Background: an optimization exercise with open tools, aiming at a short achievable clock period. Do not read the settings as production practice. Function was checked by simulation only, so behaviour that the tests miss may differ from the original. Power is estimated from default activity; no workload was simulated.

===== constraint.sdc =====
create_clock -name core_clock -period 6.5 [get_ports {clk}]
set_input_delay 1.3000 -clock core_clock [delete_from_list [all_inputs] [get_ports {clk}]]
set_output_delay 1.3000 -clock core_clock [all_outputs]
set_load 0.01 [all_outputs]

===== run.sh =====
#!/bin/bash
# synth_recipe.tcl (not shown) runs the flow's synth.tcl, then flattens the netlist and writes it again
# the make line also repeats each setting of config.mk as NAME=value (left out here)
make -C /OpenROAD-flow-scripts/flow DESIGN_CONFIG=/design/flow/config.mk WORK_HOME=/design/flow/orfs CLKGATE_MAP_FILE= SYNTH_SCRIPT=/design/flow/synth_recipe.tcl finish

===== config.mk =====
export PLATFORM = sky130hd
export DESIGN_NAME = fstc
export DESIGN_NICKNAME = fstc
export VERILOG_FILES = /design/flow/design.v
export SDC_FILE = /design/flow/constraint.sdc
export NUM_CORES = 4
export LEC_CHECK = 0
export CAP_MARGIN = 20
export CORE_MARGIN = 2
export CORE_UTILIZATION = 40
export PLACE_DENSITY = 0.6
export SETUP_SLACK_MARGIN = 4
export SLEW_MARGIN = 20
export SYNTH_HIERARCHICAL = 1
export SYNTH_MINIMUM_KEEP_SIZE = 0

===== design.v =====
module fstc (
    input  wire        clk,
    input  wire        rst,
    input  wire        start,
    input  wire        tick,
    input  wire        rsp_valid,
    input  wire [1:0]  rsp_kind,
    input  wire [7:0]  rsp_b0,
    input  wire [7:0]  rsp_b1,
    output wire        rd_req,
    output wire [1:0]  rd_len,
    output wire        busy,
    output wire        valid,
    output wire        failed,
    output wire [2:0]  err,
    output wire [15:0] sr0,
    output wire [15:0] sr1,
    output wire [15:0] sr2,
    output wire [15:0] sr3,
    output wire [15:0] sr4,
    output wire [15:0] sr5,
    output wire [15:0] sr6,
    output wire [15:0] sr7,
    output wire [15:0] sr8,
    output wire [15:0] sr9,
    output wire [15:0] sr10,
    output wire [15:0] sr11,
    output wire [15:0] sr12,
    output wire [15:0] sr13,
    output wire [15:0] sr14,
    output wire [15:0] sr15
);
    localparam [2:0] PH_IDLE    = 3'd0;
    localparam [2:0] PH_SEARCH  = 3'd1;
    localparam [2:0] PH_LENGTH  = 3'd2;
    localparam [2:0] PH_PAYLOAD = 3'd3;
    localparam [2:0] PH_DONE    = 3'd4;
    localparam [2:0] PH_FAIL    = 3'd5;
    reg [2:0]   phase_q;
    reg [4:0]   idx_q;
    reg [15:0]  elapsed_q;
    reg [12:0]  cks_q;           
    reg [15:0]  cks_exp_q;
    reg [2:0]   err_q;
    reg [191:0] buf_q;           
    reg [191:0] fld_q;           
    reg [15:0]  w_q;             
    reg [11:0]  wv_q;            
    reg         busy_q;          
    reg         idle_q;          
    reg         valid_q;         
    reg         failed_q;        
    reg         srch_q;          
    reg         len_q;           
    reg         pay_q;           
    reg         p26_q;           
    reg         ws_q;            
    reg         wsg_q;           
    reg         wl_q;            
    reg         wlg_q;           
    reg         wlpg_q;          
    reg  [11:0] slot_q;          
    reg         gt_q;            
    reg         eq_q;            
    wire [15:0] elapsed_t;
    wire        to_t, eq_t;
    fstc_tmr u_tmr (
        .tick(tick), .busy(busy_q), .elapsed(elapsed_q), .gt(gt_q), .eq(eq_q),
        .elapsed_t(elapsed_t), .to_t(to_t), .eq_t(eq_t)
    );
    wire [12:0] sum1, sum2;
    fstc_cksadd u_sum1 (.cks(cks_q), .p0(rsp_b0), .p1(8'h00),  .sum(sum1));
    fstc_cksadd u_sum2 (.cks(cks_q), .p0(rsp_b0), .p1(rsp_b1), .sum(sum2));
    wire [2:0]  phase_n, err_n;
    wire [4:0]  idx_n;
    wire        start_acc, cks_ld_sum, cks_ld_8f, cks_exp_ld;
    wire        busy_n, idle_n, failed_n, srch_n, len_n, pay_n, p26_n;
    wire        ws_n, wsg_n, wl_n, wlg_n, wlpg_n, gt_n, eq_n;
    wire [11:0] slot_n, wv_n;
    fstc_ctl u_ctl (
        .start(start), .rsp_valid(rsp_valid), .rsp_kind(rsp_kind),
        .rsp_b0(rsp_b0), .rsp_b1(rsp_b1),
        .phase(phase_q), .idx(idx_q), .err(err_q), .cks(cks_q),
        .busy(busy_q), .srch(srch_q), .len(len_q), .pay(pay_q), .p26(p26_q),
        .slot(slot_q), .to_t(to_t), .eq_t(eq_t),
        .phase_n(phase_n), .err_n(err_n), .idx_n(idx_n), .start_acc(start_acc),
        .cks_ld_sum(cks_ld_sum), .cks_ld_8f(cks_ld_8f), .cks_exp_ld(cks_exp_ld),
        .busy_n(busy_n), .idle_n(idle_n), .failed_n(failed_n),
        .srch_n(srch_n), .len_n(len_n), .pay_n(pay_n), .p26_n(p26_n),
        .ws_n(ws_n), .wsg_n(wsg_n), .wl_n(wl_n), .wlg_n(wlg_n), .wlpg_n(wlpg_n),
        .gt_n(gt_n), .eq_n(eq_n), .slot_n(slot_n), .wv_n(wv_n)
    );
    fstc_rdreq u_rdreq (
        .rst(rst), .start(start), .tick(tick), .rsp_valid(rsp_valid),
        .rsp_kind(rsp_kind), .rsp_b0(rsp_b0), .rsp_b1(rsp_b1),
        .idle(idle_q), .ws(ws_q), .wsg(wsg_q), .wl(wl_q), .wlg(wlg_q),
        .wp(p26_q), .wlpg(wlpg_q), .eq(eq_q),
        .rd_req(rd_req)
    );
    wire valid_n;
    fstc_vnext u_vnext (
        .rst(rst), .start(start), .rsp_valid(rsp_valid), .rsp_kind(rsp_kind),
        .rsp_b0(rsp_b0), .rsp_b1(rsp_b1), .valid(valid_q), .wait_p26(p26_q),
        .cks(cks_q), .valid_n(valid_n)
    );
    always @(posedge clk) begin
        if (rst) begin
            phase_q   <= PH_IDLE;
            idx_q     <= 5'd0;
            elapsed_q <= 16'd0;
            cks_q     <= 13'd0;
            cks_exp_q <= 16'd0;
            err_q     <= 3'd0;
            busy_q    <= 1'b0;
            idle_q    <= 1'b1;
            valid_q   <= 1'b0;
            failed_q  <= 1'b0;
            srch_q    <= 1'b0;
            len_q     <= 1'b0;
            pay_q     <= 1'b0;
            p26_q     <= 1'b0;
            ws_q      <= 1'b0;
            wsg_q     <= 1'b0;
            wl_q      <= 1'b0;
            wlg_q     <= 1'b0;
            wlpg_q    <= 1'b0;
            slot_q    <= 12'd0;
            wv_q      <= 12'd0;
            gt_q      <= 1'b0;
            eq_q      <= 1'b0;
        end else begin
            phase_q   <= phase_n;
            idx_q     <= idx_n;
            elapsed_q <= start_acc ? 16'd0 : elapsed_t;
            if (start_acc)
                cks_q <= 13'd0;
            else if (cks_ld_sum)
                cks_q <= (rsp_kind == 2'd2) ? sum2 : sum1;
            else if (cks_ld_8f)
                cks_q <= 13'h008F;
            if (start_acc)
                cks_exp_q <= 16'd0;
            else if (cks_exp_ld)
                cks_exp_q <= {rsp_b0, (rsp_kind == 2'd2) ? rsp_b1 : 8'h00};
            err_q     <= err_n;
            busy_q    <= busy_n;
            idle_q    <= idle_n;
            valid_q   <= valid_n;
            failed_q  <= failed_n;
            srch_q    <= srch_n;
            len_q     <= len_n;
            pay_q     <= pay_n;
            p26_q     <= p26_n;
            ws_q      <= ws_n;
            wsg_q     <= wsg_n;
            wl_q      <= wl_n;
            wlg_q     <= wlg_n;
            wlpg_q    <= wlpg_n;
            slot_q    <= slot_n;
            wv_q      <= wv_n;
            gt_q      <= gt_n;
            eq_q      <= eq_n;
        end
    end
    always @(posedge clk)
        w_q <= {rsp_b0, (rsp_kind == 2'd2) ? rsp_b1 : 8'h00};
    integer i;
    always @(posedge clk) begin
        for (i = 0; i < 12; i = i + 1)
            if (wv_q[i])
                buf_q[16*i +: 16] <= w_q;
    end
    always @(posedge clk)
        fld_q <= valid_n ? buf_q : 192'd0;
    assign rd_len = 2'd2;
    assign busy   = busy_q;
    assign valid  = valid_q;
    assign failed = failed_q;
    assign err    = err_q;
    assign sr0 = {3'b000, idx_q, valid_q, err_q, busy_q, phase_q};
    assign sr1 = {3'b000, cks_q};
    assign sr2 = cks_exp_q;
    assign sr3 = elapsed_q;
    assign sr4  = fld_q[16*0  +: 16];
    assign sr5  = fld_q[16*1  +: 16];
    assign sr6  = fld_q[16*2  +: 16];
    assign sr7  = fld_q[16*3  +: 16];
    assign sr8  = fld_q[16*4  +: 16];
    assign sr9  = fld_q[16*5  +: 16];
    assign sr10 = fld_q[16*6  +: 16];
    assign sr11 = fld_q[16*7  +: 16];
    assign sr12 = fld_q[16*8  +: 16];
    assign sr13 = fld_q[16*9  +: 16];
    assign sr14 = fld_q[16*10 +: 16];
    assign sr15 = fld_q[16*11 +: 16];
endmodule
module fstc_tmr (
    input  wire        tick,
    input  wire        busy,
    input  wire [15:0] elapsed,
    input  wire        gt,          
    input  wire        eq,          
    output wire [15:0] elapsed_t,
    output wire        to_t,        
    output wire        eq_t         
);
    wire [15:0] e1    = elapsed + 16'd1;
    wire        sat   = &elapsed;
    wire        e4999 = (elapsed == 16'd4999);
    wire        inc   = tick && busy && !sat;
    assign elapsed_t = inc ? e1 : elapsed;
    assign to_t      = gt || (eq && inc);
    assign eq_t      = inc ? e4999 : eq;
endmodule
module fstc_ctl (
    input  wire        start,
    input  wire        rsp_valid,
    input  wire [1:0]  rsp_kind,
    input  wire [7:0]  rsp_b0,
    input  wire [7:0]  rsp_b1,
    input  wire [2:0]  phase,
    input  wire [4:0]  idx,
    input  wire [2:0]  err,
    input  wire [12:0] cks,
    input  wire        busy,
    input  wire        srch,
    input  wire        len,
    input  wire        pay,
    input  wire        p26,
    input  wire [11:0] slot,
    input  wire        to_t,
    input  wire        eq_t,
    output reg  [2:0]  phase_n,
    output reg  [2:0]  err_n,
    output reg  [4:0]  idx_n,
    output wire        start_acc,
    output wire        cks_ld_sum,
    output wire        cks_ld_8f,
    output wire        cks_exp_ld,
    output wire        busy_n,
    output wire        idle_n,
    output wire        failed_n,
    output wire        srch_n,
    output wire        len_n,
    output wire        pay_n,
    output wire        p26_n,
    output wire        ws_n,
    output wire        wsg_n,
    output wire        wl_n,
    output wire        wlg_n,
    output wire        wlpg_n,
    output wire        gt_n,
    output wire        eq_n,
    output wire [11:0] slot_n,
    output wire [11:0] wv_n
);
    localparam [2:0] PH_IDLE    = 3'd0;
    localparam [2:0] PH_SEARCH  = 3'd1;
    localparam [2:0] PH_LENGTH  = 3'd2;
    localparam [2:0] PH_PAYLOAD = 3'd3;
    localparam [2:0] PH_DONE    = 3'd4;
    localparam [2:0] PH_FAIL    = 3'd5;
    wire [7:0] p0     = rsp_b0;
    wire [7:0] p1     = (rsp_kind == 2'd2) ? rsp_b1 : 8'h00;
    wire       k3     = (rsp_kind == 2'd3);
    wire       kd     = (rsp_kind == 2'd1) || (rsp_kind == 2'd2);
    wire       acc    = rsp_valid && busy;           
    wire       lok    = (rsp_kind == 2'd2) && (rsp_b0 == 8'h00) && (rsp_b1 == 8'h1C);
    wire       sof    = (p0 == 8'h42) && (p1 == 8'h4D);
    wire       ck_ok  = ({p0, p1} == {3'b000, cks});
    wire busy_a = busy && !(acc && (k3 || (kd && ((len && !lok) || p26))));
    assign start_acc = start && !busy_a;
    wire tfail = busy_a && acc && to_t;
    assign cks_ld_sum = acc && kd && (len || (pay && !p26));
    assign cks_ld_8f  = acc && kd && srch && sof;
    assign cks_exp_ld = acc && kd && p26;
    always @* begin
        phase_n = phase;
        err_n   = err;
        idx_n   = idx;
        if (acc) begin
            if (k3) begin
                phase_n = PH_FAIL;
                err_n   = 3'd1;
            end else if (kd) begin
                if (srch && sof)
                    phase_n = PH_LENGTH;
                if (len) begin
                    if (lok) begin
                        phase_n = PH_PAYLOAD;
                    end else begin
                        phase_n = PH_FAIL;
                        err_n   = 3'd3;
                    end
                end
                if (pay) begin
                    idx_n = idx + 5'd2;
                    if (p26) begin
                        if (ck_ok) begin
                            phase_n = PH_DONE;
                        end else begin
                            phase_n = PH_FAIL;
                            err_n   = 3'd4;
                        end
                    end
                end
            end
        end
        if (start_acc) begin
            phase_n = PH_SEARCH;
            err_n   = 3'd0;
            idx_n   = 5'd0;
        end else if (tfail) begin
            phase_n = PH_FAIL;
            err_n   = 3'd2;
        end
    end
    assign busy_n   = (phase_n == PH_SEARCH) || (phase_n == PH_LENGTH) ||
                      (phase_n == PH_PAYLOAD);
    assign idle_n   = !busy_n;
    assign failed_n = (phase_n == PH_FAIL);
    assign srch_n   = (phase_n == PH_SEARCH);
    assign len_n    = (phase_n == PH_LENGTH);
    assign pay_n    = (phase_n == PH_PAYLOAD);
    assign p26_n    = pay_n && (idx_n == 5'd26);
    assign ws_n     = srch_n || (pay_n && !p26_n);
    assign gt_n     = to_t && !start_acc;
    assign eq_n     = eq_t && !start_acc;
    assign wsg_n    = ws_n && !gt_n;
    assign wl_n     = len_n;
    assign wlg_n    = len_n && !gt_n;
    assign wlpg_n   = (len_n || p26_n) && !gt_n;
    genvar j;
    generate
        for (j = 0; j < 12; j = j + 1) begin : g_slot
            assign slot_n[j] = pay_n && (idx_n == 2 * j);
            assign wv_n[j]   = slot[j] && acc && kd;
        end
    endgenerate
endmodule
module fstc_vnext (
    input  wire        rst,
    input  wire        start,
    input  wire        rsp_valid,
    input  wire [1:0]  rsp_kind,
    input  wire [7:0]  rsp_b0,
    input  wire [7:0]  rsp_b1,
    input  wire        valid,       
    input  wire        wait_p26,    
    input  wire [12:0] cks,
    output wire        valid_n
);
    wire [7:0] p1 = (rsp_kind == 2'd2) ? rsp_b1 : 8'h00;
    wire kdat     = (rsp_kind == 2'd1) || (rsp_kind == 2'd2);
    wire ck_ok    = ({rsp_b0, p1} == {3'b000, cks});
    assign valid_n = !rst && !start &&
                     (valid || (wait_p26 && rsp_valid && kdat && ck_ok));
endmodule
module fstc_cksadd (
    input  wire [12:0] cks,
    input  wire [7:0]  p0,
    input  wire [7:0]  p1,
    output wire [12:0] sum
);
    assign sum = cks + {5'd0, p0} + {5'd0, p1};
endmodule
module fstc_rdreq (
    input  wire       rst,
    input  wire       start,
    input  wire       tick,
    input  wire       rsp_valid,
    input  wire [1:0] rsp_kind,
    input  wire [7:0] rsp_b0,
    input  wire [7:0] rsp_b1,
    input  wire       idle,        
    input  wire       ws,          
    input  wire       wsg,         
    input  wire       wl,          
    input  wire       wlg,         
    input  wire       wp,          
    input  wire       wlpg,        
    input  wire       eq,          
    output wire       rd_req
);
    wire rv = rsp_valid;
    wire k1 = rsp_kind[1];
    wire k0 = rsp_kind[0];
    wire [7:0] a = rsp_b0;
    wire [7:0] b = rsp_b1;
    wire s_, t_, k3, kn, kz, nk3;
    fstc_g_nor2b  g_s   (.a(rst), .b(start), .y(s_));            
    fstc_g_a21oi  g_t   (.a1(eq), .a2(tick), .b1(rst), .y(t_));   
    fstc_g_and2   g_k3  (.a(k1), .b(k0), .y(k3));
    fstc_g_or2    g_kn  (.a(k1), .b(k0), .y(kn));
    fstc_g_nor2   g_kz  (.a(k1), .b(k0), .y(kz));
    fstc_g_nand2  g_nk3 (.a(k1), .b(k0), .y(nk3));
    wire o1, o2, o3, o4, o5, o6, o7, o8, o9;
    fstc_g_nor2b  g_o1 (.a(a[0]), .b(k1),   .y(o1));
    fstc_g_nor2b  g_o2 (.a(a[1]), .b(b[2]), .y(o2));
    fstc_g_nor2b  g_o3 (.a(a[2]), .b(b[3]), .y(o3));
    fstc_g_nor2b  g_o4 (.a(a[3]), .b(b[4]), .y(o4));
    fstc_g_nor2   g_o5 (.a(a[4]), .b(a[5]), .y(o5));
    fstc_g_nor2   g_o6 (.a(a[6]), .b(a[7]), .y(o6));
    fstc_g_nor2   g_o7 (.a(b[0]), .b(b[1]), .y(o7));
    fstc_g_nor2   g_o8 (.a(b[5]), .b(b[6]), .y(o8));
    fstc_g_nor2   g_o9 (.a(b[7]), .b(k0),   .y(o9));
    wire x1, x2, x3, x5, x6, y1, y2, m1, m2, m3;
    fstc_g_nand2  g_x1 (.a(s_), .b(idle), .y(x1));
    fstc_g_nand4  g_x2 (.a(s_), .b(rv), .c(k3),  .d(ws),   .y(x2));
    fstc_g_nand4  g_x3 (.a(s_), .b(rv), .c(kn),  .d(wp),   .y(x3));
    fstc_g_nand4  g_x5 (.a(t_), .b(rv), .c(nk3), .d(wsg),  .y(x5));
    fstc_g_nand4  g_x6 (.a(t_), .b(rv), .c(kz),  .d(wlpg), .y(x6));
    fstc_g_and4   g_y1 (.a(s_), .b(rv), .c(kn),  .d(wl),   .y(y1));
    fstc_g_and3   g_y2 (.a(t_), .b(rv), .c(wlg), .y(y2));
    fstc_g_nand3  g_m1 (.a(o1), .b(o2), .c(o3), .y(m1));
    fstc_g_nand3  g_m2 (.a(o4), .b(o5), .c(o6), .y(m2));
    fstc_g_nand3  g_m3 (.a(o7), .b(o8), .c(o9), .y(m3));
    wire w1, w2, z1, lok;
    fstc_g_nand3  g_w1  (.a(x1), .b(x2), .c(x3), .y(w1));
    fstc_g_nand2  g_w2  (.a(x5), .b(x6), .y(w2));
    fstc_g_o31ai  g_z1  (.a1(m1), .a2(m2), .a3(m3), .b1(y1), .y(z1));   
    fstc_g_nor3   g_lok (.a(m1), .b(m2), .c(m3), .y(lok));
    wire z2;
    fstc_g_nand2  g_z2 (.a(lok), .b(y2), .y(z2));
    fstc_g_nand4bb g_rd (.a_n(w1), .b_n(w2), .c(z1), .d(z2), .y(rd_req));
endmodule
module fstc_g_nand2 (input wire a, input wire b, output wire y);
    assign y = !(a && b);
endmodule
module fstc_g_nand3 (input wire a, input wire b, input wire c, output wire y);
    assign y = !(a && b && c);
endmodule
module fstc_g_nand4 (input wire a, input wire b, input wire c, input wire d, output wire y);
    assign y = !(a && b && c && d);
endmodule
module fstc_g_nor2 (input wire a, input wire b, output wire y);
    assign y = !(a || b);
endmodule
module fstc_g_nor2b (input wire a, input wire b, output wire y);
    assign y = !a && b;
endmodule
module fstc_g_nor3 (input wire a, input wire b, input wire c, output wire y);
    assign y = !(a || b || c);
endmodule
module fstc_g_and2 (input wire a, input wire b, output wire y);
    assign y = a && b;
endmodule
module fstc_g_and3 (input wire a, input wire b, input wire c, output wire y);
    assign y = a && b && c;
endmodule
module fstc_g_and4 (input wire a, input wire b, input wire c, input wire d, output wire y);
    assign y = a && b && c && d;
endmodule
module fstc_g_or2 (input wire a, input wire b, output wire y);
    assign y = a || b;
endmodule
module fstc_g_a21oi (input wire a1, input wire a2, input wire b1, output wire y);
    assign y = !((a1 && a2) || b1);
endmodule
module fstc_g_o31ai (input wire a1, input wire a2, input wire a3, input wire b1, output wire y);
    assign y = !((a1 || a2 || a3) && b1);
endmodule
module fstc_g_nand4bb (input wire a_n, input wire b_n, input wire c, input wire d, output wire y);
    assign y = !(!a_n && !b_n && c && d);
endmodule

==> results of run 1 <==
==> registers in the layout, summed over array words and instances (netlist names), 3 cells and up <==
register / count
elapsed_q: 16
cks_exp_q: 16
err_q: 3
wv_q: 12
slot_q: 12
cks_q: 13
buf_q: 192
phase_q: 3
fld_q: 192
w_q: 16
idx_q: 5
==> worst paths after layout <==
path | endpoint | cells after the start
hold / removal | fld_q[184] | 1
setup / recovery | rd_req | 6
setup reg to reg | wsg_q | 12
hold reg to reg | fld_q[184] | 1
==> power by group through the flow <==
stage	sequential (mW)	clock (mW)	combinational, mW
floorplan	3.31	0	0.220
global placement	3.33	0	0.284
detailed placement	3.33	0	0.288
CTS	3.25	2.82	0.384
global route	3.25	2.94	0.482
finish	3.25	2.76	0.451
==> routing by layer <==
| metal | GRT usage | wire length, um | vias up |
|---|---|---|---|
| li1 | - | - | 5882 |
| met5 | 0.00417 | 0 | - |
| met4 | 0.0669 | 1270 | 0 |
| met2 | 0.354 | 25300 | 493 |
| met3 | 0.0330 | 3510 | 82 |
| met1 | 0.290 | 22700 | 6044 |
==> metrics by stage <==
step | util | instances | cell area (um2) | worst slack (ns) | hold WS [ns]
global route | 0.576 | 2502 | 26000 | 3.02 | 0.455
CTS | 0.556 | 2457 | 25100 | 3.04 | 0.444
finish | 0.576 | 2502 | 26000 | 3.06 | 0.440
detailed placement | 0.481 | 2253 | 21700 | 1.72 | 0.432
floorplan | - | 1440 | 18700 | 3.13 | 0.420
global placement | 0.481 | 2253 | 21700 | 1.77 | 0.429
==> logic make-up after synthesis <==
group / after synthesis / share of synthesized area
other: 2 / 0.000413
multiplexers: 11 / 0.00626
XOR/XNOR: 41 / 0.0198
AO/OA/AOI/OAI: 168 / 0.0705
AND/OR/NAND/NOR: 563 / 0.187
adder cells (fa/ha/maj): 39 / 0.0343
flip-flops: 495 / 0.651
buffers and inverters: 107 / 0.0306
==> modules after synthesis (local to each module, per instance), excerpt <==
module          area [um2]  cells
fstc_g_nor3           10.0      1
fstc_g_and3           6.26      1
fstc_g_and4           8.76      1
fstc_g_nand2          3.75      1
fstc_g_nand3          5.00      1
fstc                 14400    913
fstc_g_a21oi          8.76      1
fstc_g_nand4          6.26      1
fstc_g_or2            6.26      1
fstc_g_nand4bb        11.3      1
fstc_ctl              1450    208
fstc_g_o31ai          12.5      1
fstc_g_nor2           3.75      1
fstc_vnext             292     44
==> worst reg2reg max path, stage by stage (launching register included) <==
cell       delay, ns
dfxtp_4         0.37
nand3_1         0.23
nor3_4          0.35
a21oi_4         0.11
a21o_4          0.24
buf_4           0.14
o22ai_1         0.15
nand3_1         0.13
a311oi_4        0.30
or2_4           0.22
inv_6           0.05
a2111oi_4       0.31
nor2b_1         0.16
==> cell usage after synthesis (4+ instances only) <==
master / n / area (um2)
dfxtp_1: 303 / 6070
a211oi_1: 8 / 60.1
inv_1: 33 / 124
a31oi_1: 14 / 87.6
buf_4: 21 / 158
buf_6: 5 / 56.3
nand2b_1: 16 / 100
o21ai_0: 16 / 80.1
a211o_1: 6 / 52.6
nor3_1: 19 / 95.1
nor2_1: 48 / 180
clkbuf_1: 33 / 124
o21bai_1: 5 / 37.5
ha_1: 21 / 263
a22oi_1: 4 / 30.0
nor2b_1: 57 / 357
o211ai_1: 6 / 45.0
or2_1: 4 / 25.0
nand3_1: 36 / 180
xnor2_1: 28 / 245
o21ai_1: 4 / 20.0
nand2_1: 60 / 225
xor2_1: 13 / 114
a311oi_1: 4 / 35.0
nand3b_1: 5 / 37.5
a211oi_2: 4 / 50.1
edfxtp_1: 192 / 5770
nor4_1: 11 / 68.8
a311oi_2: 4 / 60.1
nor2b_4: 5 / 68.8
and2_1: 235 / 1470
a21oi_1: 43 / 215
and3_1: 7 / 43.8
or2_2: 5 / 31.3
nand4_1: 14 / 87.6
mux2i_1: 8 / 80.1
fa_1: 18 / 360
o31ai_1: 9 / 67.6
buf_2: 11 / 55.1
==> repair_timing <==
item,CTS,global route
pin swaps,45,55
cloned,19,14
setup endpoints to repair,544,320
resized for setup,1013,148
endpoints found under the hold margin,0,0
setup buffers,96,31
==> cell type report <==
class / count / area, um2
Inverter: 34 / 145
Tap cell: 600 / 751
Fill cell: 3645 / 19100
Timing Repair Buffer: 428 / 4410
Sequential cell: 495 / 12000
Clock inverter: 23 / 243
Multi-Input combinational cell: 856 / 7080
Clock buffer: 66 / 1330
==> run_results.csv, run 1 <==
group,metric,value,unit
global_routing,grt_pass1_vias,12100,
finish,drive_above_1_share,0.366,
power_and_ir_drop,p_total,6.46,mW
critical_path,cell_with_the_largest_stage_delay_on_the_worst_path,"or2_1",
yosys,synth-main-ff-cell,"dfxtp_1",
timing,number_of_endpoints_failing_setup_at_the_final_stage,0,
yosys,synth.distinct_cells,96,
critical_path,cp.buffers_inverters,2,
global_routing,globalRouteOverflowTotal,0,
yosys,syn_inst,1426,
cts,clk_root_buffer_cell,"clkbuf_16",
floorplan,die_width,217,um
critical_path,critPathLaunch,"rsp_kind[1]",
placement,globalplace.congestion,0.811,
critical_path,worst_path_dominant_cell_family,"simple AND/OR/NAND/NOR gates",
critical_path,start_kind,"primary input",
timing,skew,0.0153,ns
yosys,synth-edff-count,192,
route,detail_route.drc_violations,0,
power_and_ir_drop,power.density_cell_area,249,nW/um2
cts,numCtsBuffers,48,
yosys,mappedNetlistArea,18200,um2
timing,worstMarginPinSlew,1.37,ns
yosys,synthesis.yosys.warnings,8,
cts,tritoncts_clock_tree,"yes",
cts,tritoncts_num_sinks,495,
global_routing,wire_length_of_the_first_global_routing_pass,75300,um
critical_path,reg2reg_from,"elapsed_q[7]",
route,routed-via-count,12500,
floorplan,floorplan.initialDensity,0.403,
floorplan,fp.dieArea,47200,um2
route,firstDrtPassIters,5,
critical_path,critPathKind,"primary input to output pin",
timing,worst_slew_margin_rel,0.0851,
timing,timing.setup.tns,0,ns
power_and_ir_drop,combinationalPowerShare,0.070,
critical_path,worst_setup_path_end_kind,"output pin",
route,detail_route.wirelength,52800,um
finish,antennaDiodeCount,0,
floorplan,die_h,217,um
cts,post_cts_hold_buffer_count,0,
timing,final.period_utilization,0.530,
timing,timing.final.max_slew_violations,0,
run,max_cap_violations,0,
power_and_ir_drop,swShare,0.227,
cts,ctsLongestPathBuffers,3,
power_and_ir_drop,power.net_switching,1.46,mW
floorplan,coreArea,45100,um2
cts,clkSlewWorstSetupHoldPaths,0.06,ns
yosys,total_of_flip_flops_plus_latches_after_synthesis,495,
critical_path,timing.reg2reg.setup_slack,3.68,ns
yosys,synth-async-reset-ratio,0,
floorplan,core.rowCount,78,
finish,final_net_count,1925,
critical_path,timing.critical_path.slowest_cell_delay,0.22,ns
timing,achievable_freq,290,MHz
global_routing,antenna_found_initial,0,
critical_path,worst-path-max-fanout,7,
cts,h-tree-depth,2,
route,antenna_violating_nets_post_route,0,
critical_path,timing.critical_path.arrival,2.14,ns
timing,period_needed,3.44,ns
global_routing,combined_global_route_utilization_of_all_metal_layers,0.214,
min_path,min_from,"buf_q[184]",
timing,final_hold_viol_count,0,
run_status,status,"finished clean",
power_and_ir_drop,ir_worst_vdd,0.000159,V
power_and_ir_drop,power.share.clock,0.427,
critical_path,crit_path_cell_trace,"buf_12, or2_1, nand4_1, nand3_1, nand4bb_1, buf_2",
power_and_ir_drop,seq_power_share,0.503,
timing,unrepaired_setup_endpoints_after_global_routing,"yes",
yosys,seq_area_frac_synth,0.651,
finish,flow.area_growth_from_synthesis,42.9,%
finish,mostFrequentLayoutCell,"dfxtp_1",
critical_path,critical_path_required,5.20,ns
power_and_ir_drop,p_leak,9.95,nW
floorplan,top_level_ports,288,
placement,placement.io_buffers,279,
finish,layout_common_cells,"dfxtp_1 (220), and2_1 (206), edfxtp_1 (192), clkdlybuf4s15_2 (83), buf_4 (74)",
yosys,post_synth.cell_area_avg,12.7,um2
min_path,hold_path_class,"flop to flop",
placement,hpwlAfterDp,30300,um
power_and_ir_drop,power.internal,4.99,mW
route,via_per_inst,5.00,
route,drt-initial-drc-count,1009,
global_routing,grt_start_max_net_pins,32,
route,wire_per_inst,21.1,um
cts,clkLatencyLatePin,0.59,ns
==> inputs of run 2 (changes only) <==
--- a/design.v
+++ b/design.v
@@ -45,3 +45,2 @@
     reg [191:0] buf_q;           
-    reg [191:0] fld_q;           
     reg [15:0]  w_q;             
@@ -76,3 +75,3 @@
     wire        start_acc, cks_ld_sum, cks_ld_8f, cks_exp_ld;
-    wire        busy_n, idle_n, failed_n, srch_n, len_n, pay_n, p26_n;
+    wire        busy_n, idle_n, valid_n, failed_n, srch_n, len_n, pay_n, p26_n;
     wire        ws_n, wsg_n, wl_n, wlg_n, wlpg_n, gt_n, eq_n;
@@ -87,3 +86,3 @@
         .cks_ld_sum(cks_ld_sum), .cks_ld_8f(cks_ld_8f), .cks_exp_ld(cks_exp_ld),
-        .busy_n(busy_n), .idle_n(idle_n), .failed_n(failed_n),
+        .busy_n(busy_n), .idle_n(idle_n), .valid_n(valid_n), .failed_n(failed_n),
         .srch_n(srch_n), .len_n(len_n), .pay_n(pay_n), .p26_n(p26_n),
@@ -99,8 +98,2 @@
     );
-    wire valid_n;
-    fstc_vnext u_vnext (
-        .rst(rst), .start(start), .rsp_valid(rsp_valid), .rsp_kind(rsp_kind),
-        .rsp_b0(rsp_b0), .rsp_b1(rsp_b1), .valid(valid_q), .wait_p26(p26_q),
-        .cks(cks_q), .valid_n(valid_n)
-    );
     always @(posedge clk) begin
@@ -172,4 +165,2 @@
     end
-    always @(posedge clk)
-        fld_q <= valid_n ? buf_q : 192'd0;
     assign rd_len = 2'd2;
@@ -183,14 +174,15 @@
     assign sr3 = elapsed_q;
-    assign sr4  = fld_q[16*0  +: 16];
-    assign sr5  = fld_q[16*1  +: 16];
-    assign sr6  = fld_q[16*2  +: 16];
-    assign sr7  = fld_q[16*3  +: 16];
-    assign sr8  = fld_q[16*4  +: 16];
-    assign sr9  = fld_q[16*5  +: 16];
-    assign sr10 = fld_q[16*6  +: 16];
-    assign sr11 = fld_q[16*7  +: 16];
-    assign sr12 = fld_q[16*8  +: 16];
-    assign sr13 = fld_q[16*9  +: 16];
-    assign sr14 = fld_q[16*10 +: 16];
-    assign sr15 = fld_q[16*11 +: 16];
+    wire [191:0] fld = valid_q ? buf_q : 192'd0;
+    assign sr4  = fld[16*0  +: 16];
+    assign sr5  = fld[16*1  +: 16];
+    assign sr6  = fld[16*2  +: 16];
+    assign sr7  = fld[16*3  +: 16];
+    assign sr8  = fld[16*4  +: 16];
+    assign sr9  = fld[16*5  +: 16];
+    assign sr10 = fld[16*6  +: 16];
+    assign sr11 = fld[16*7  +: 16];
+    assign sr12 = fld[16*8  +: 16];
+    assign sr13 = fld[16*9  +: 16];
+    assign sr14 = fld[16*10 +: 16];
+    assign sr15 = fld[16*11 +: 16];
 endmodule
@@ -241,2 +233,3 @@
     output wire        idle_n,
+    output wire        valid_n,
     output wire        failed_n,
@@ -320,2 +313,3 @@
     assign idle_n   = !busy_n;
+    assign valid_n  = (phase_n == PH_DONE);
     assign failed_n = (phase_n == PH_FAIL);
@@ -340,20 +334,2 @@
 endmodule
-module fstc_vnext (
-    input  wire        rst,
-    input  wire        start,
-    input  wire        rsp_valid,
-    input  wire [1:0]  rsp_kind,
-    input  wire [7:0]  rsp_b0,
-    input  wire [7:0]  rsp_b1,
-    input  wire        valid,       
-    input  wire        wait_p26,    
-    input  wire [12:0] cks,
-    output wire        valid_n
-);
-    wire [7:0] p1 = (rsp_kind == 2'd2) ? rsp_b1 : 8'h00;
-    wire kdat     = (rsp_kind == 2'd1) || (rsp_kind == 2'd2);
-    wire ck_ok    = ({rsp_b0, p1} == {3'b000, cks});
-    assign valid_n = !rst && !start &&
-                     (valid || (wait_p26 && rsp_valid && kdat && ck_ok));
-endmodule
 module fstc_cksadd (
@@ -389,3 +365,3 @@
     wire [7:0] b = rsp_b1;
-    wire s_, t_, k3, kn, kz, nk3;
+    wire s_, t_, k3, kz, nk3;
     fstc_g_nor2b  g_s   (.a(rst), .b(start), .y(s_));            
@@ -393,3 +369,2 @@
     fstc_g_and2   g_k3  (.a(k1), .b(k0), .y(k3));
-    fstc_g_or2    g_kn  (.a(k1), .b(k0), .y(kn));
     fstc_g_nor2   g_kz  (.a(k1), .b(k0), .y(kz));
@@ -406,9 +381,11 @@
     fstc_g_nor2   g_o9 (.a(b[7]), .b(k0),   .y(o9));
-    wire x1, x2, x3, x5, x6, y1, y2, m1, m2, m3;
+    wire x1, x2, x3a, x3b, x5, x6, y1a, y1b, y2, m1, m2, m3;
     fstc_g_nand2  g_x1 (.a(s_), .b(idle), .y(x1));
     fstc_g_nand4  g_x2 (.a(s_), .b(rv), .c(k3),  .d(ws),   .y(x2));
-    fstc_g_nand4  g_x3 (.a(s_), .b(rv), .c(kn),  .d(wp),   .y(x3));
+    fstc_g_nand4  g_x3a (.a(s_), .b(rv), .c(k1), .d(wp),   .y(x3a));
+    fstc_g_nand4  g_x3b (.a(s_), .b(rv), .c(k0), .d(wp),   .y(x3b));
     fstc_g_nand4  g_x5 (.a(t_), .b(rv), .c(nk3), .d(wsg),  .y(x5));
     fstc_g_nand4  g_x6 (.a(t_), .b(rv), .c(kz),  .d(wlpg), .y(x6));
-    fstc_g_and4   g_y1 (.a(s_), .b(rv), .c(kn),  .d(wl),   .y(y1));
+    fstc_g_nand4  g_y1a (.a(s_), .b(rv), .c(k1), .d(wl),   .y(y1a));
+    fstc_g_nand4  g_y1b (.a(s_), .b(rv), .c(k0), .d(wl),   .y(y1b));
     fstc_g_and3   g_y2 (.a(t_), .b(rv), .c(wlg), .y(y2));
@@ -417,8 +394,9 @@
     fstc_g_nand3  g_m3 (.a(o7), .b(o8), .c(o9), .y(m3));
-    wire w1, w2, z1, lok;
-    fstc_g_nand3  g_w1  (.a(x1), .b(x2), .c(x3), .y(w1));
+    wire w1, w2, y1, z1, lok;
+    fstc_g_nand4  g_w1  (.a(x1), .b(x2), .c(x3a), .d(x3b), .y(w1));
+    fstc_g_nand2  g_y1  (.a(y1a), .b(y1b), .y(y1));
     fstc_g_nand2  g_w2  (.a(x5), .b(x6), .y(w2));
-    fstc_g_o31ai  g_z1  (.a1(m1), .a2(m2), .a3(m3), .b1(y1), .y(z1));   
     fstc_g_nor3   g_lok (.a(m1), .b(m2), .c(m3), .y(lok));
     wire z2;
+    fstc_g_o31ai  g_z1  (.a1(m1), .a2(m2), .a3(m3), .b1(y1), .y(z1));   
     fstc_g_nand2  g_z2 (.a(lok), .b(y2), .y(z2));
@@ -450,8 +428,2 @@
 endmodule
-module fstc_g_and4 (input wire a, input wire b, input wire c, input wire d, output wire y);
-    assign y = a && b && c && d;
-endmodule
-module fstc_g_or2 (input wire a, input wire b, output wire y);
-    assign y = a || b;
-endmodule
 module fstc_g_a21oi (input wire a1, input wire a2, input wire b1, output wire y);
==> run_results.csv, run 2 <==
group,metric,value,unit
run_status,status,"finished clean",
route,routed-via-count,10900,
finish,nFillCells,2485,
power_and_ir_drop,p_total,4.62,mW
timing,skew,0.0134,ns
placement,placement.io_buffers,279,
route,via_per_inst,5.21,
yosys,synth.distinct_cells,83,
global_routing,grt_pass1_vias,10400,
yosys,synthMostInstantiatedCell,"and2_1",
finish,final_net_count,1680,
floorplan,fp.dieArea,36000,um2
timing,period_needed,3.55,ns
critical_path,worst_path_dominant_cell_family,"simple AND/OR/NAND/NOR gates",
power_and_ir_drop,p_leak,8.81,nW
critical_path,critical_path_required,5.20,ns
timing,worst_slew_margin_rel,0.293,
cts,post_cts_hold_buffer_count,0,
placement,hpwlAfterDp,26700,um
route,detail_route.wirelength,48500,um
yosys,mappedNetlistArea,13800,um2
critical_path,worst_setup_path_end_kind,"output pin",
finish,largest_register_ffs,192,
cts,tritoncts_clock_tree,"yes",
timing,unrepaired_setup_endpoints_after_global_routing,"yes",
critical_path,timing.critical_path.slowest_cell_delay,0.24,ns
timing,final_hold_viol_count,0,
critical_path,worst-path-max-fanout,9,
floorplan,die_width,190,um
yosys,post_synth.cell_area_avg,11.8,um2
yosys,synth_area_leader_cell,"edfxtp_1",
finish,layout.area.seq,8070,um2
yosys,seq_area_frac_synth,0.579,
yosys,synth_largest_type_area_fraction,0.418,
global_routing,grt_start_max_net_pins,30,
power_and_ir_drop,ir_worst_vdd,0.000148,V
global_routing,globalRouteOverflowTotal,0,
finish,layout_common_cells,"buf_6 (251), and2_4 (192), edfxtp_1 (192), dfxtp_1 (75), buf_4 (66)",
cts,ctsLongestPathBuffers,3,
route,wire_per_inst,23.1,um
yosys,synthesis.yosys.warnings,8,
cts,numCtsBuffers,35,
critical_path,cp.buffers_inverters,2,
timing,timing.final.max_slew_violations,0,
timing,timing.setup.tns,0,ns
cts,tritoncts_num_sinks,303,
yosys,total_of_flip_flops_plus_latches_after_synthesis,303,
floorplan,top_level_ports,288,
finish,largest_register,"buf_q",
timing,final.period_utilization,0.547,
yosys,synth-main-ff-cell,"edfxtp_1",
floorplan,die_h,190,um
critical_path,start_kind,"primary input",
global_routing,antenna_found_initial,1,
cts,clk_root_buffer_cell,"clkbuf_16",
placement,globalplace.congestion,0.829,
timing,worstMarginPinSlew,1.06,ns
route,drt-initial-drc-count,792,
critical_path,crit_path_cell_trace,"buf_4, nor2_4, nand3_2, o31ai_2, nand4bb_1, buf_2",
route,firstDrtPassIters,7,
finish,multiInputGateArea,6710,um2
finish,antennaDiodeCount,0,
finish,mostFrequentLayoutCell,"buf_6",
timing,number_of_endpoints_failing_setup_at_the_final_stage,0,
timing,achievable_freq,281,MHz
critical_path,critPathKind,"primary input to output pin",
critical_path,cell_with_the_largest_stage_delay_on_the_worst_path,"o31ai_2",
timing,finalWorstSetupSlack,2.95,ns
yosys,syn_inst,1165,
floorplan,floorplan.initialDensity,0.403,
route,detail_route.drc_violations,0,
yosys,netlist_top_cells_area,"edfxtp_1 (42%), dfxtp_1 (16%), and2_1 (11%)",
timing,finalHoldWorstSlack,0.482,ns
power_and_ir_drop,power.density_cell_area,207,nW/um2
placement,detailedPlace.worstSlack,1.85,ns
yosys,synth-async-reset-ratio,0,
finish,drive_above_1_share,0.528,
yosys,synth-edff-count,192,
cts,clkLatencyLatePin,0.51,ns
finish,flow.area_growth_from_synthesis,61.7,%
route,antenna_violating_nets_post_route,0,
critical_path,timing.critical_path.arrival,2.25,ns
min_path,hold_path_class,"flop to flop",
yosys,synthTopCellsByCount,"and2_1 (234), edfxtp_1 (192), dfxtp_1 (111)",
global_routing,wire_length_of_the_first_global_routing_pass,68200,um
floorplan,core.rowCount,68,
floorplan,coreArea,34300,um2
global_routing,combined_global_route_utilization_of_all_metal_layers,0.253,
run,max_cap_violations,0,
cts,clkSlewWorstSetupHoldPaths,0.06,ns
cts,h-tree-depth,2,
==> run 2: area by class of cell <==
type / count / share of cell area
timing repair inverter: 1 / 0.000280
sequential: 303 / 0.362
timing repair buffer: 466 / 0.255
tap: 455 / 0.0255
clock inverter: 11 / 0.00673
clock buffer: 48 / 0.0442
multi-input combinational: 780 / 0.301
inverter: 32 / 0.00617
==> run 2: power by group <==
part           switching (mW)  internal [mW]  leakage (nW)
clock                   0.778           1.18         0.554
sequential             0.0345           2.05          2.50
combinational           0.276          0.302          5.75
==> run 2: stage by stage <==
stage	utilization	std cells	cell area [um2]
after floorplan	-	1179	14200
after global placement	0.501	1854	17200
after detailed placement	0.501	1854	17200
after CTS	0.616	2064	21100
after global routing	0.651	2096	22300
final	0.651	2096	22300
==> run 2: logic make-up after synthesis <==
| group | Yosys count | synth area share |
|---|---|---|
| AOI/OAI and AO/OA | 144 | 0.0766 |
| xor gates and xnor gates | 35 | 0.0222 |
| other | 2 | 0.000544 |
| DFF | 303 | 0.579 |
| buffers and inverters | 98 | 0.0349 |
| muxes | 12 | 0.00897 |
| and+or+nand+nor | 533 | 0.234 |
| adders and majority gates | 38 | 0.0442 |
==> run 2: per-layer routing <==
layer,wire length [um],global-route usage
met3,2550,0.0352
met1,20400,0.339
met4,1420,0.0587
met2,24100,0.437
met5,0,0
==> run 2: per-module statistics from Yosys (local to each module, per instance), a selection <==
module	cells inside	copies in the design	flops+latches	area, um2
fstc_g_o31ai	1	1	0	12.5
fstc_g_nor3	1	1	0	10.0
fstc_g_nand4bb	1	1	0	11.3
fstc_g_a21oi	1	1	0	8.76
fstc_g_nand4	1	8	0	6.26
fstc	721	1	303	10500
fstc_ctl	181	1	0	1180
fstc_g_nand3	1	3	0	5.00
fstc_g_nand2	1	5	0	3.75
fstc_g_and3	1	1	0	6.26
fstc_g_and2	1	1	0	6.26
fstc_tmr	64	1	0	444
fstc_cksadd	83	2	0	716
fstc_g_nor2	1	6	0	3.75
fstc_g_nor2b	1	5	0	13.8
==> run 2: repair_timing <==
action                      CTS  global route
resized for setup          1513           255
setup endpoints to repair   352           303
buffers inserted            119            30
pin swaps                    52            29
cloned                       32             2
==> run 2: path summary, 6_finish.rpt <==
path	to	slack [ns]	from	depth (start not counted)
max	rd_req	2.95	rsp_b1[0]	6
min	cks_exp_q[1]	0.48	cks_exp_q[1]	2
max reg2reg	slot_q[8]	3.74	elapsed_q[9]	13
min reg2reg	cks_exp_q[1]	0.48	cks_exp_q[1]	2
==> run 2: worst reg2reg max path, delay by kind of cell, from the launching register on <==
kind	cells	cell delay, ns
buffers and inverters	3	0.51
AND/OR/NAND/NOR	6	1.14
AO/OA/AOI/OAI	4	0.69
flip-flops	1	0.37
==> inputs of run 3 (changes only) <==
--- a/config.mk
+++ b/config.mk
@@ -11,3 +11,3 @@
 export PLACE_DENSITY = 0.6
-export SETUP_SLACK_MARGIN = 4
+export SETUP_SLACK_MARGIN = 3.3
 export SLEW_MARGIN = 20
==> run_results.csv, run 3 <==
group,metric,value,unit
cts,ctsLongestPathBuffers,3,
critical_path,worst_setup_path_end_kind,"output pin",
run,max_cap_violations,0,
yosys,synthTopCellsByCount,"and2_1 (234), edfxtp_1 (192), dfxtp_1 (111)",
critical_path,crit_path_cell_trace,"buf_4, nor2b_4, nand4_1, nand4_1, nand4bb_4, buf_6",
cts,clkSlewWorstSetupHoldPaths,0.05,ns
critical_path,critPathKind,"primary input to output pin",
placement,hpwlAfterDp,26300,um
finish,flow.area_growth_from_synthesis,40.0,%
global_routing,wire_length_of_the_first_global_routing_pass,62200,um
yosys,synthesis.yosys.warnings,8,
yosys,synth_area_leader_cell,"edfxtp_1",
yosys,mappedNetlistArea,13800,um2
timing,achievable_freq,281,MHz
floorplan,core.rowCount,68,
floorplan,top_level_ports,288,
cts,clkLatencyLatePin,0.52,ns
timing,final.period_utilization,0.547,
route,detail_route.wirelength,42100,um
yosys,syn_inst,1165,
cts,tritoncts_clock_tree,"yes",
route,drt-initial-drc-count,716,
timing,skew,0.0202,ns
yosys,synth-edff-count,192,
timing,period_needed,3.56,ns
timing,timing.final.max_slew_violations,0,
critical_path,worst-r2r-cell-count,13,
route,wire_per_inst,21.3,um
timing,finalHoldWorstSlack,0.473,ns
cts,numCtsBuffers,34,
min_path,worstHoldPathCells,2,
timing,final_hold_viol_count,0,
cts,tritoncts_num_sinks,303,
yosys,synth_largest_type_area_fraction,0.418,
finish,mostFrequentLayoutCell,"and2_1",
global_routing,grt_pass1_vias,9793,
yosys,total_of_flip_flops_plus_latches_after_synthesis,303,
route,detail_route.drc_violations,0,
finish,final_net_count,1553,
yosys,synth.distinct_cells,83,
floorplan,coreArea,34300,um2
route,antenna_violating_nets_post_route,0,
finish,layout_common_cells,"and2_1 (234), edfxtp_1 (192), dfxtp_1 (108), dlygate4sd2_1 (104), clkdlybuf4s50_1 (64)",
floorplan,floorplan.initialDensity,0.403,
global_routing,combined_global_route_utilization_of_all_metal_layers,0.229,
placement,globalplace.congestion,0.858,
min_path,hold_path_class,"flop to flop",
timing,unrepaired_setup_endpoints_after_global_routing,"yes",
yosys,netlist_top_cells_area,"edfxtp_1 (42%), dfxtp_1 (16%), and2_1 (11%)",
route,routed-via-count,10100,
critical_path,critical_path_required,5.20,ns
critical_path,worst-path-max-fanout,6,
yosys,seq_area_frac_synth,0.579,
yosys,synth-async-reset-ratio,0,
route,via_per_inst,5.13,
floorplan,fp.dieArea,36000,um2
timing,worstMarginPinSlew,1.07,ns
floorplan,die_h,190,um
critical_path,critical-path-top-cell-by-count,"nand4_1",
timing,timing.setup.tns,0,ns
yosys,synthMostInstantiatedCell,"and2_1",
critical_path,start_kind,"primary input",
global_routing,antenna_found_initial,2,
route,firstDrtPassIters,5,
finish,largest_register,"buf_q",
timing,worst_slew_margin_rel,0.285,
cts,h-tree-depth,2,
power_and_ir_drop,p_total,4.42,mW
power_and_ir_drop,power.density_cell_area,229,nW/um2
critical_path,timing.critical_path.arrival,2.26,ns
floorplan,die_width,190,um
finish,layoutNonFillerInstCount,1974,
global_routing,grt_start_max_net_pins,31,
global_routing,globalRouteOverflowTotal,0,
finish,largest_register_ffs,192,
cts,post_cts_hold_buffer_count,0,
cts,clk_root_buffer_cell,"clkbuf_16",
power_and_ir_drop,p_leak,8.34,nW
run_status,status,"finished clean",
critical_path,cell_with_the_largest_stage_delay_on_the_worst_path,"nand4bb_4",
yosys,synth-main-ff-cell,"edfxtp_1",
timing,number_of_endpoints_failing_setup_at_the_final_stage,0,
finish,drive_above_1_share,0.188,
critical_path,timing.critical_path.slowest_cell_delay,0.28,ns
placement,dp_cells,1854,
yosys,post_synth.cell_area_avg,11.8,um2
placement,placement.io_buffers,279,
power_and_ir_drop,ir_worst_vdd,0.000179,V
[run 3: cell counts after synthesis]
Identical to the previous run, type by type.
[run 3: layout make-up]
cell class,count,area (um2)
repair buffers,343,3600
fillers,2933,15000
clock buffers,44,950
clock inverters,18,186
multi-input cells,778,5890
well taps,455,569
flip-flops and latches,303,7990
diodes,1,2.50
inverters,32,133
[run 3: cells by family (layout without fill, tap and decap cells)]
kind of cell	count (synthesis)	after routing	share of synthesized area
DFF	303	303	0.579
other	2	17	0.000544
and+or+nand+nor	533	533	0.234
AOI/OAI and AO/OA	144	144	0.0766
buffers and inverters	98	437	0.0349
adders and majority gates	38	38	0.0442
muxes	12	12	0.00897
xor gates and xnor gates	35	35	0.0222
[run 3: per-layer routing]
metal / GRT usage / up-vias / share of wire
li1: - / 4713 / -
met1: 0.320 / 4947 / 0.45
met2: 0.372 / 403 / 0.46
met3: 0.0369 / 63 / 0.067
met4: 0.0602 / 0 / 0.025
met5: 0 / - / 0
[run 3: metrics by stage]
step	setup WS [ns]	util	instance area [um2]
6_report	2.94	0.564	19300
3_3_place_gp	1.83	0.497	17100
3_5_place_dp	1.80	0.497	17100
5_1_grt	2.88	0.564	19300
4_1_cts	2.95	0.547	18700
2_1_floorplan	3.12	-	14000
[run 3: per-module statistics from Yosys, one instance, submodules excluded, excerpt]
module,area [um2],times used,flops+latches
fstc_g_and3,6.26,1,0
fstc,10500,1,303
fstc_g_nand4bb,11.3,1,0
fstc_g_nor2,3.75,6,0
fstc_ctl,1180,1,0
fstc_g_a21oi,8.76,1,0
fstc_cksadd,716,2,0
fstc_tmr,444,1,0
fstc_g_o31ai,12.5,1,0
fstc_g_nand4,6.26,8,0
fstc_g_nand3,5.00,3,0
fstc_g_nor3,10.0,1,0
fstc_g_and2,6.26,1,0
fstc_g_nand2,3.75,5,0
fstc_g_nor2b,13.8,5,0
[run 3: final timing paths]
kind | start | to | slack, ns
setup reg to reg | elapsed_q[0] | slot_q[8] | 3.44
hold reg to reg | cks_exp_q[7] | cks_exp_q[7] | 0.47
setup / recovery | start | rd_req | 2.94
hold / removal | cks_exp_q[7] | cks_exp_q[7] | 0.47
[run 3: worst max-delay path: cells and delay by family]
kind / cells / cell delay, ns
buf+inv: 2 / 0.30
simple gates: 4 / 0.65
[run 3: timing repair]
item	4_1_cts	5_1_grt
endpoints found under the setup margin	277	138
gates cloned	7	1
resized for setup	326	182
pin swaps	24	34
hold endpoints to repair	0	0
setup buffers	27	22
[run 3: power breakdown]
| group | switching, mW | leakage (nW) | internal [mW] | total [mW] |
|---|---|---|---|---|
| registers | 0.0346 | 2.48 | 2.05 | 2.09 |
| clock network | 0.770 | 0.554 | 1.16 | 1.93 |
| logic | 0.224 | 5.31 | 0.184 | 0.408 |
| total | 1.03 | 8.34 | 3.39 | 4.42 |
==> inputs of run 4 (changes only) <==
--- a/design.v
+++ b/design.v
@@ -61,2 +61,3 @@
     reg  [11:0] slot_q;          
+    reg  [11:0] vc_q;            
     reg         gt_q;            
@@ -98,2 +99,11 @@
     );
+    wire [11:0] vc_n;
+    genvar k;
+    generate
+        for (k = 0; k < 12; k = k + 1) begin : g_vc
+            fstc_g_nor2b u_vc (.a(rst), .b(valid_n), .y(vc_n[k]));   
+        end
+    endgenerate
+    always @(posedge clk)
+        vc_q <= vc_n;
     always @(posedge clk) begin
@@ -174,3 +184,8 @@
     assign sr3 = elapsed_q;
-    wire [191:0] fld = valid_q ? buf_q : 192'd0;
+    wire [191:0] fld;
+    generate
+        for (k = 0; k < 12; k = k + 1) begin : g_fld
+            assign fld[16*k +: 16] = vc_q[k] ? buf_q[16*k +: 16] : 16'h0000;
+        end
+    endgenerate
     assign sr4  = fld[16*0  +: 16];
@@ -371,3 +386,3 @@
     fstc_g_nand2  g_nk3 (.a(k1), .b(k0), .y(nk3));
-    wire o1, o2, o3, o4, o5, o6, o7, o8, o9;
+    wire o1, o2, o3, o4, o5, o6, o7, o8;
     fstc_g_nor2b  g_o1 (.a(a[0]), .b(k1),   .y(o1));
@@ -376,8 +391,7 @@
     fstc_g_nor2b  g_o4 (.a(a[3]), .b(b[4]), .y(o4));
-    fstc_g_nor2   g_o5 (.a(a[4]), .b(a[5]), .y(o5));
-    fstc_g_nor2   g_o6 (.a(a[6]), .b(a[7]), .y(o6));
-    fstc_g_nor2   g_o7 (.a(b[0]), .b(b[1]), .y(o7));
-    fstc_g_nor2   g_o8 (.a(b[5]), .b(b[6]), .y(o8));
-    fstc_g_nor2   g_o9 (.a(b[7]), .b(k0),   .y(o9));
-    wire x1, x2, x3a, x3b, x5, x6, y1a, y1b, y2, m1, m2, m3;
+    fstc_g_nor3   g_o5 (.a(a[4]), .b(a[5]), .c(a[6]), .y(o5));
+    fstc_g_nor3   g_o6 (.a(a[7]), .b(b[0]), .c(b[1]), .y(o6));
+    fstc_g_nor2   g_o7 (.a(b[5]), .b(b[6]), .y(o7));
+    fstc_g_nor2   g_o8 (.a(b[7]), .b(k0),   .y(o8));
+    wire x1, x2, x3a, x3b, x5, x6, y1a, y1b, y2, m1, m2;
     fstc_g_nand2  g_x1 (.a(s_), .b(idle), .y(x1));
@@ -391,5 +405,4 @@
     fstc_g_and3   g_y2 (.a(t_), .b(rv), .c(wlg), .y(y2));
-    fstc_g_nand3  g_m1 (.a(o1), .b(o2), .c(o3), .y(m1));
-    fstc_g_nand3  g_m2 (.a(o4), .b(o5), .c(o6), .y(m2));
-    fstc_g_nand3  g_m3 (.a(o7), .b(o8), .c(o9), .y(m3));
+    fstc_g_nand4  g_m1 (.a(o1), .b(o2), .c(o3), .d(o4), .y(m1));
+    fstc_g_nand4  g_m2 (.a(o5), .b(o6), .c(o7), .d(o8), .y(m2));
     wire w1, w2, y1, z1, lok;
@@ -398,5 +411,5 @@
     fstc_g_nand2  g_w2  (.a(x5), .b(x6), .y(w2));
-    fstc_g_nor3   g_lok (.a(m1), .b(m2), .c(m3), .y(lok));
+    fstc_g_nor2   g_lok (.a(m1), .b(m2), .y(lok));
     wire z2;
-    fstc_g_o31ai  g_z1  (.a1(m1), .a2(m2), .a3(m3), .b1(y1), .y(z1));   
+    fstc_g_o21ai  g_z1  (.a1(m1), .a2(m2), .b1(y1), .y(z1));   
     fstc_g_nand2  g_z2 (.a(lok), .b(y2), .y(z2));
@@ -431,4 +444,4 @@
 endmodule
-module fstc_g_o31ai (input wire a1, input wire a2, input wire a3, input wire b1, output wire y);
-    assign y = !((a1 || a2 || a3) && b1);
+module fstc_g_o21ai (input wire a1, input wire a2, input wire b1, output wire y);
+    assign y = !((a1 || a2) && b1);
 endmodule
--- a/config.mk
+++ b/config.mk
@@ -11,3 +11,3 @@
 export PLACE_DENSITY = 0.6
-export SETUP_SLACK_MARGIN = 3.3
+export SETUP_SLACK_MARGIN = 4
 export SLEW_MARGIN = 20
==> run_results.csv, run 4 <==
group,metric,value,unit
placement,detailedPlace.worstSlack,1.81,ns
power_and_ir_drop,combinationalPowerShare,0.132,
floorplan,fp.dieArea,36900,um2
floorplan,coreArea,34700,um2
run_status,status,"finished clean",
route,firstDrtPassIters,5,
yosys,post_synth.cell_area_avg,12.0,um2
floorplan,core.rowCount,68,
cts,tritoncts_num_sinks,315,
finish,mostFrequentLayoutCell,"buf_6",
yosys,total_of_flip_flops_plus_latches_after_synthesis,315,
critical_path,timing.critical_path.slowest_cell_delay,0.19,ns
global_routing,globalRouteOverflowTotal,0,
min_path,hold_path_class,"flop to flop",
finish,final_cell_area,22200,um2
finish,utilization,0.639,
floorplan,die_h,192,um
min_path,timing.hold.worst_endpoint,"cks_exp_q[4]",
timing,number_of_endpoints_failing_setup_at_the_final_stage,0,
timing,timing.setup.tns,0,ns
yosys,synthMostInstantiatedCell,"and2_1",
yosys,synth_area_leader_cell,"edfxtp_1",
placement,globalplace.congestion,0.898,
finish,drive_above_1_share,0.537,
placement,postPlaceCellArea,17500,um2
cts,clk_root_buffer_cell,"clkbuf_16",
cts,clkSlewWorstSetupHoldPaths,0.05,ns
critical_path,start_kind,"primary input",
route,via_per_inst,5.22,
route,detail_route.drc_violations,0,
min_path,worstHoldPathCells,2,
timing,final_hold_viol_count,0,
power_and_ir_drop,swShare,0.241,
yosys,synth_largest_type_area_fraction,0.407,
run,max_cap_violations,0,
min_path,min_from,"cks_exp_q[4]",
global_routing,wire_length_of_the_first_global_routing_pass,67000,um
yosys,syn_inst,1178,
finish,final_net_count,1695,
global_routing,antenna_found_initial,0,
timing,worst_slew_margin_rel,0.419,
critical_path,critical_path_required,5.20,ns
critical_path,r2r_end,"busy_q",
finish,layout_common_cells,"buf_6 (286), and2_4 (199), edfxtp_1 (192), dfxtp_1 (75), buf_4 (65)",
power_and_ir_drop,seq_power_share,0.453,
global_routing,grt_start_max_net_pins,36,
critical_path,crit_path_cell_trace,"buf_16, nor2b_4, nand4_1, nand2_1, o21ai_1, nand4bb_1, buf_2",
critical_path,reg2reg_from,"elapsed_q[1]",
timing,period_needed,3.49,ns
global_routing,combined_global_route_utilization_of_all_metal_layers,0.245,
cts,h-tree-depth,2,
timing,timing.final.max_slew_violations,0,
timing,final.period_utilization,0.537,
yosys,synth.distinct_cells,82,
finish,largest_register,"buf_q",
yosys,synthesis.yosys.warnings,8,
cts,numCtsBuffers,35,
route,detail_route.wirelength,47600,um
floorplan,die_width,192,um
cts,tritoncts_clock_tree,"yes",
yosys,synth-async-reset-ratio,0,
route,antenna_violating_nets_post_route,0,
yosys,netlist_top_cells_area,"edfxtp_1 (41%), dfxtp_1 (17%), and2_1 (10%)",
placement,hpwlAfterDp,27800,um
timing,worstMarginPinSlew,0.870,ns
yosys,mappedNetlistArea,14200,um2
power_and_ir_drop,ir_worst_vdd,0.000150,V
critical_path,worst_setup_path_end_kind,"output pin",
yosys,synth-main-ff-cell,"edfxtp_1",
critical_path,worst-path-max-fanout,35,
cts,clkLatencyLatePin,0.53,ns
critical_path,worst-r2r-cell-count,15,
finish,flow.area_growth_from_synthesis,56.6,%
power_and_ir_drop,power.internal,3.61,mW
power_and_ir_drop,power.share.clock,0.416,
floorplan,floorplan.initialDensity,0.408,
timing,finalWorstSetupSlack,3.01,ns
yosys,synth-edff-count,192,
power_and_ir_drop,power.density_cell_area,214,nW/um2
critical_path,cell_with_the_largest_stage_delay_on_the_worst_path,"nor2b_4",
yosys,seq_area_frac_synth,0.581,
cts,post_cts_hold_buffer_count,0,
yosys,synthTopCellsByCount,"and2_1 (234), edfxtp_1 (192), dfxtp_1 (123)",
global_routing,grt_pass1_vias,10600,
critical_path,critPathKind,"primary input to output pin",
finish,antennaDiodeCount,0,
route,drt-initial-drc-count,799,
timing,unrepaired_setup_endpoints_after_global_routing,"yes",
power_and_ir_drop,power.net_switching,1.15,mW
critical_path,timing.critical_path.arrival,2.19,ns
critical_path,timing.reg2reg.setup_slack,3.55,ns
timing,skew,0.0209,ns
cts,ctsLongestPathBuffers,3,
power_and_ir_drop,p_total,4.75,mW
floorplan,top_level_ports,288,
timing,achievable_freq,286,MHz
route,routed-via-count,11000,
placement,placement.io_buffers,279,
power_and_ir_drop,p_leak,8.61,nW
finish,largest_register_ffs,192,
route,wire_per_inst,22.5,um
[run 4: changes by cell type in the layout (fill, tap and decap cells not counted), sizes merged, moves of 12 or more]
cell           previous run  this run
dlymetal6s2s             55         0
dfxtp                   111       123
dlygate4sd2             104        26
nor2b                    58        70
clkdlybuf4s50            64         0
buf                      81       397
[run 4: kinds of logic after synthesis]
| logic type | after synthesis | synth area share |
|---|---|---|
| AO/OA/AOI/OAI | 144 | 0.0741 |
| XOR/XNOR | 35 | 0.0216 |
| adder cells (fa/ha/maj) | 38 | 0.0431 |
| buffers and inverters | 89 | 0.0315 |
| flip-flops | 315 | 0.581 |
| multiplexers | 12 | 0.00874 |
| other | 2 | 0.000530 |
| AND/OR/NAND/NOR | 543 | 0.240 |
[run 4: cell type report]
cell class	instances	area (um2)
repair buffers	458	4980
well taps	455	569
clock buffers	47	921
clock inverters	17	220
flip-flops and latches	315	8360
fillers	2589	12500
multi-input cells	791	6990
inverters	32	140
repair inverters	1	11.3
[run 4: worst max path at each step]
stage	start	to	slack (ns)	cells past startpoint
6_report	rst	rd_req	3.01	7
5_1_grt	rsp_b0[5]	rd_req	2.91	7
4_1_cts	rsp_b0[5]	rd_req	3.00	6
3_5_place_dp	rsp_b0[2]	vc_q[2]	1.81	10
3_3_place_gp	rsp_b0[2]	vc_q[2]	1.88	10
2_1_floorplan	rsp_kind[1]	vc_q[0]	3.05	10
[run 4: per-layer routing]
metal / global-route usage / part of all wire
met4: 0.0799 / 0.035
met5: 0 / 0
met2: 0.388 / 0.47
met3: 0.0376 / 0.058
met1: 0.344 / 0.44
[run 4: repair_timing]
action	CTS	global route
pin swaps	69	44
setup endpoints to repair	364	320
cloned	6	2
setup buffers	139	30
gates resized for setup	1509	344
[run 4: worst max-delay path: cells and delay by family]
kind                   cells  cell delay [ns]
AOI/OAI and AO/OA          1             0.06
buffers and inverters      2             0.31
and+or+nand+nor            4             0.49
[run 4: power by group through the flow]
stage               sequential, mW  clock, mW  combinational, mW
global route                  2.15       2.10              0.658
global placement              2.21          0              0.343
finish                        2.15       1.98              0.625
CTS                           2.15       2.00              0.528
floorplan                     2.18          0              0.219
detailed placement            2.21          0              0.346
[run 4: per-module statistics from Yosys (local to each module, per instance), excerpt]
module          area (um2)  cells inside  flops+latches
fstc_g_nor2           3.75             1              0
fstc_g_nand4bb        11.3             1              0
fstc_g_nor3           10.0             1              0
fstc_tmr               444            64              0
fstc_g_o21ai          5.00             1              0
fstc_cksadd            716            83              0
fstc_g_a21oi          8.76             1              0
fstc_g_nand4          6.26             1              0
[run 4: per-stage QoR]
step / instances / hold WS (ns)
global placement: 1875 / 0.474
CTS: 2084 / 0.488
finish: 2116 / 0.484
global route: 2116 / 0.505
floorplan: 1192 / 0.506
detailed placement: 1875 / 0.479
==> inputs of run 5 (changes only) <==
--- a/config.mk
+++ b/config.mk
@@ -9,4 +9,4 @@
 export CORE_MARGIN = 2
-export CORE_UTILIZATION = 40
-export PLACE_DENSITY = 0.6
+export CORE_UTILIZATION = 60
+export PLACE_DENSITY = 0.7
 export SETUP_SLACK_MARGIN = 4
==> run_results.csv, run 5 <==
group,metric,value,unit
cts,h-tree-depth,1,
route,routed-via-count,13500,
yosys,synth_area_leader_cell,"edfxtp_1",
floorplan,core.rowCount,56,
route,detail_route.drc_violations,0,
power_and_ir_drop,seq_power_share,0.463,
power_and_ir_drop,p_leak,8.63,nW
cts,tritoncts_num_sinks,315,
power_and_ir_drop,p_total,4.66,mW
placement,hpwlAfterDp,26300,um
global_routing,globalRouteOverflowTotal,0,
critical_path,r2r_end,"slot_q[5]",
power_and_ir_drop,power.density_cell_area,209,nW/um2
timing,number_of_endpoints_failing_setup_at_the_final_stage,0,
cts,numCtsBuffers,31,
yosys,synthesis.yosys.warnings,8,
cts,ctsLongestPathBuffers,3,
timing,period_needed,3.68,ns
route,detailroute.wirelength.met3,8810,um
power_and_ir_drop,swShare,0.272,
route,firstDrtPassIters,8,
critical_path,worst-r2r-cell-count,13,
critical_path,worst_setup_path_end_kind,"flop",
power_and_ir_drop,power.share.clock,0.397,
finish,flow.area_growth_from_synthesis,57.5,%
floorplan,die_h,158,um
route,via_per_inst,6.78,
critical_path,timing.critical_path.arrival,4.17,ns
run_status,status,"finished clean",
cts,clkSlewWorstSetupHoldPaths,0.07,ns
route,route.layer.met1.wl,19700,um
yosys,seq_area_frac_synth,0.581,
critical_path,start_kind,"primary input",
yosys,post_synth.cell_area_avg,12.0,um2
finish,largest_register,"buf_q",
yosys,synth-main-ff-cell,"edfxtp_1",
floorplan,top_level_ports,288,
timing,final.period_utilization,0.567,
finish,largest_register_ffs,192,
yosys,synth-async-reset-ratio,0,
finish,final_net_count,1714,
route,wire_per_inst,32.7,um
min_path,min_from,"cks_exp_q[4]",
cts,clk_root_buffer_cell,"clkbuf_16",
power_and_ir_drop,ir_worst_vdd,0.000293,V
critical_path,timing.reg2reg.setup_slack,3.06,ns
global_routing,combined_global_route_utilization_of_all_metal_layers,0.395,
timing,achievable_freq,271,MHz
global_routing,antenna_found_initial,1,
[run 5: cell counts after synthesis]
Identical to the previous run, type by type.
[run 5: stage by stage]
step	instance area [um2]	hold WS (ns)
4_1_cts	20500	0.490
2_1_floorplan	14400	0.506
5_1_grt	22300	0.514
6_report	22300	0.497
3_3_place_gp	17300	0.473
3_5_place_dp	17300	0.479
[run 5: layer usage]
| metal | global-route usage | vias up |
|---|---|---|
| met5 | 0 | - |
| met4 | 0.210 | 0 |
| met3 | 0.0745 | 630 |
| met2 | 0.674 | 1617 |
| met1 | 0.476 | 6251 |
| li1 | - | 5049 |
[run 5: critical path, stage by stage]
cell       delay [ns]
buf_12           0.10
buf_8            0.12
buf_4            0.16
o21ai_0          0.40
a22oi_1          0.20
a22oi_1          0.29
a31oi_2          0.18
o22ai_2          0.24
buf_4            0.19
and2_4           0.17
inv_4            0.05
nor4_4           0.22
buf_4            0.21
clkbuf_16        0.15
nor2b_4          0.17
[run 5: power groups by stage]
stage	clock, mW	combinational [mW]	sequential (mW)
after floorplan	0	0.219	2.18
after global placement	0	0.334	2.21
after detailed placement	0	0.340	2.21
after CTS	1.73	0.499	2.15
after global routing	1.89	0.663	2.15
final	1.85	0.655	2.16
[run 5: timing repair]
item,in CTS,in global routing
gates resized for setup,1561,380
buffers inserted,146,46
gates cloned,6,2
hold endpoints to repair,0,0
pin swaps,90,40
endpoints found under the setup margin,364,324
hold buffers,0,0
[run 5: worst max-delay path by stage]
stage,start,end,slack (ns),depth (start not counted)
CTS,rsp_b0[7],rd_req,3.08,6
global route,rsp_b1[1],vc_q[2],2.88,15
global placement,rsp_kind[1],vc_q[2],1.91,11
finish,rsp_b1[1],vc_q[2],2.82,15
detailed placement,rsp_kind[1],vc_q[0],1.79,11
floorplan,rsp_kind[1],vc_q[0],3.05,10
[run 5: layout make-up]
class	count	area, um2	area share
well taps	319	399	0.0179
repair inverters	1	8.76	0.000393
diodes	2	5.00	0.000224
multi-input cells	791	7120	0.319
flip-flops and latches	315	8390	0.376
clock buffers	40	850	0.0381
inverters	32	153	0.00684
clock inverters	18	133	0.00595
repair buffers	481	5250	0.235
[run 5: cell families (layout without fill, tap and decap cells)]
family	after synthesis	after routing	synth area share
mux	12	12	0.00874
xor+xnor	35	35	0.0216
simple gates	543	546	0.240
fa+ha+maj	38	38	0.0431
other cells	2	18	0.000530
compound gates	144	144	0.0741
flops	315	315	0.581
buf+inv	89	572	0.0315
[run 5: per-module statistics from Yosys, one instance, submodules excluded, excerpt]
| module | times used | cells inside |
|---|---|---|
| fstc_g_o21ai | 1 | 1 |
| fstc | 1 | 724 |
| fstc_g_nand4 | 10 | 1 |
| fstc_ctl | 1 | 181 |
| fstc_g_and3 | 1 | 1 |
| fstc_g_nor3 | 2 | 1 |
| fstc_g_nor2b | 17 | 1 |
| fstc_cksadd | 2 | 83 |
| fstc_g_nand2 | 5 | 1 |
| fstc_tmr | 1 | 64 |
| fstc_g_nand4bb | 1 | 1 |
| fstc_g_a21oi | 1 | 1 |

Re-timed with assumed drivers on the ports (clkbuf_16 on the clock, buf_2 on other inputs), run 5 has 2.784 ns of setup slack against 2.816 ns with ideal ports, and 2.188 ns once port delays also move by the mid clock arrival of 0.630 ns.
